From an optimization exercise on the open Yosys and OpenROAD flow, aimed at small area, a short achievable clock period and few clock cycles; shortcuts taken in it are not production practice.
In this exercise RTL edits were held to simulation tests only and were not proved equivalent to the original.

## build 3
==> flow/design.v (excerpt) <==
module sisb_alu (
    input  wire        clk,
    input  wire        rst,           
    input  wire        in_valid,
    output wire        in_ready,
    input  wire [3:0]  in_op,
    input  wire [15:0] in_a,
    input  wire [15:0] in_b,
    output reg         out_valid,
    output reg  [15:0] out_result,
    output reg         out_ovf,
    output reg         out_fatal,
    output reg  [1:0]  out_cause
);
    function [3:0] msb16(input [15:0] x);
        reg h8, h4, h2, h1;
        reg [7:0] y8;
        reg [3:0] y4;
        reg [1:0] y2;
        begin
            h8 = |x[15:8];  y8 = h8 ? x[15:8] : x[7:0];
            h4 = |y8[7:4];  y4 = h4 ? y8[7:4] : y8[3:0];
            h2 = |y4[3:2];  y2 = h2 ? y4[3:2] : y4[1:0];
            h1 = y2[1];
            msb16 = {h8, h4, h2, h1};
        end
    endfunction
    function [15:0] lenval(input [15:0] x);
        reg [15:0] n, pre;
        integer i;
        begin
            n = ~x;
            pre[0] = 1'b1;
            for (i = 1; i < 16; i = i + 1) pre[i] = pre[i-1] & n[i-1];
            lenval = x[15] ? (n | pre) : x;
        end
    endfunction
    function [5:0] booth(input [4:0] w);
        begin
            booth[5] = w[3] ^ w[2];
            booth[4] = (w[4] & ~w[3] & ~w[2]) | (~w[4] & w[3] & w[2]);
            booth[3] = w[4];
            booth[2] = w[1] ^ w[0];
            booth[1] = (w[2] & ~w[1] & ~w[0]) | (~w[2] & w[1] & w[0]);
            booth[0] = w[2];
        end
    endfunction
    function [4:0] window(input [15:0] v, input [1:0] g);
        reg [16:0] vx;
        begin
            vx = {v, 1'b0};
            case (g)
                2'd0: window = vx[4:0];
                2'd1: window = vx[8:4];
                2'd2: window = vx[12:8];
                default: window = vx[16:12];
            endcase
        end
    endfunction
    function [1:0] ndig(input [15:0] x);
        begin
            if (x[15:3] == {13{x[15]}})      ndig = 2'd0;
            else if (x[15:7] == {9{x[15]}})  ndig = 2'd1;
  ...
Size: about 2200 cells after synthesis, ~61 I/O pins, roughly 15000 um^2 of cells after synthesis.
Settings: LEC_CHECK=0, ABC_AREA=1, CAP_MARGIN=20, CORE_MARGIN=2, CORE_UTILIZATION=40, SLEW_MARGIN=20; clock period 11.0 ns.
standard.sh (not shown) runs the stock make flow with config.mk's settings and CLKGATE_MAP_FILE= SYNTH_SCRIPT=/design/flow/synth_recipe.tcl, a recipe that flattens the netlist after the stock synthesis.
==> flow/flow/run.sh <==
#!/bin/bash
# The standard layout (standard.sh, all steps unchanged), except that the
# port buffers that buffer_ports inserts on every input and output are plain
# buffers (buf_2) instead of the delay cells it picks by default, and
# repair_timing aims for 6.5 ns of setup slack (the SDC is unchanged).
# The full output of the flow goes to standard.log; ORFS keeps each step's
# log under orfs/logs/.
set -e
export SETUP_SLACK_MARGIN=6.5
export BUFFER_PORTS_ARGS="-buffer_cell sky130_fd_sc_hd__buf_2"
bash standard.sh > standard.log 2>&1
Testbench counts of build 3, summed over its fixed seeds: cycles 28,382.
#### Input delta (build 65 over build 3)
diff --git a/flow/flow/run.sh b/flow/flow/run.sh
--- a/flow/flow/run.sh
+++ b/flow/flow/run.sh
@@ -4,3 +4,3 @@
 # buffers (buf_2) instead of the delay cells it picks by default, and
-# repair_timing aims for 6.5 ns of setup slack (the SDC is unchanged).
+# repair_timing aims for 6 ns of setup slack (the SDC is unchanged).
 # The full output of the flow goes to standard.log; ORFS keeps each step's
@@ -8,3 +8,3 @@
 set -e
-export SETUP_SLACK_MARGIN=6.5
+export SETUP_SLACK_MARGIN=6
 export BUFFER_PORTS_ARGS="-buffer_cell sky130_fd_sc_hd__buf_2"
### Flow results
Build 3 vs build 65, capturing instance or port of the critical path: cnt[4]$_DFF_P_ vs in_ready
Master of the slowest instance on the critical path: sky130_fd_sc_hd__a21oi_2 -> build 3, sky130_fd_sc_hd__nor2_2 -> build 65
Build 65 vs. build 3: worst hold-check slack about even, die area ~0 delta.
Taking build 65 over build 3, the non-clock buffer count ratio works out to 0.55.
Fmax | build 65 vs build 3 | build 65 slower
~same placed instance count in build 65 and build 3
What build 40 does differently from build 65 at the input level:
diff --git a/flow/flow/run.sh b/flow/flow/run.sh
--- a/flow/flow/run.sh
+++ b/flow/flow/run.sh
@@ -4,3 +4,3 @@
 # buffers (buf_2) instead of the delay cells it picks by default, and
-# repair_timing aims for 6 ns of setup slack (the SDC is unchanged).
+# repair_timing aims for 5.5 ns of setup slack (the SDC is unchanged).
 # The full output of the flow goes to standard.log; ORFS keeps each step's
@@ -8,3 +8,3 @@
 set -e
-export SETUP_SLACK_MARGIN=6
+export SETUP_SLACK_MARGIN=5.5
 export BUFFER_PORTS_ARGS="-buffer_cell sky130_fd_sc_hd__buf_2"
Results
- Summary of build 40 over build 65: non-clock buffer count now sits lower, register-to-register slack now sits lower.
- met2 wirelength from detailed routing of build 40 falls short of that of build 65 by a few percent.
- Build 40 gives less global-route usage than build 65 did.
- On minimum clock period after layout, build 65 beats build 40.
- Run comparison: build 65 beginning of the critical path cnt[2]$_DFF_P_; build 40 beginning of the critical path cnt[1]$_DFF_P_
- Build 40: initial antenna violation count 1 above build 65

port drivers added, routing unchanged:
No port has a modelled driver above. Below, the same layouts with a new extraction and two added sets of constraints.
Step 1, drivers: a clkbuf_16 drives clk and a buf_2 each remaining input, both assumed.
Step 2, shift: input delay + t, output delay - t, t = (earliest + latest rising clock arrival at the registers) / 2. This alone moves slack from input paths to output paths.
Three values: ideal ports, drivers, drivers and shift; two values: the first two.
run	t, ns	slack for setup (ns)	worst hold slack (ns)	worst register clock-pin slew, ns	worst data-port slew with drivers (ns)
build 3	0.418	6.504 / 6.463 / 6.045	0.463 / 0.463 / 0.463	0.09 / 0.09	0.15
build 65	0.403	5.963 / 5.919 / 5.818	0.461 / 0.461 / 0.461	0.09 / 0.09	0.05
build 40	0.419	5.651 / 5.599 / 5.375	0.448 / 0.448 / 0.448	0.09 / 0.09	0.04
After both steps every run listed still meets setup and hold. The setup slack of build 3, which loses most, moves by -0.041 ns with the drivers and by -0.459 ns with both steps.
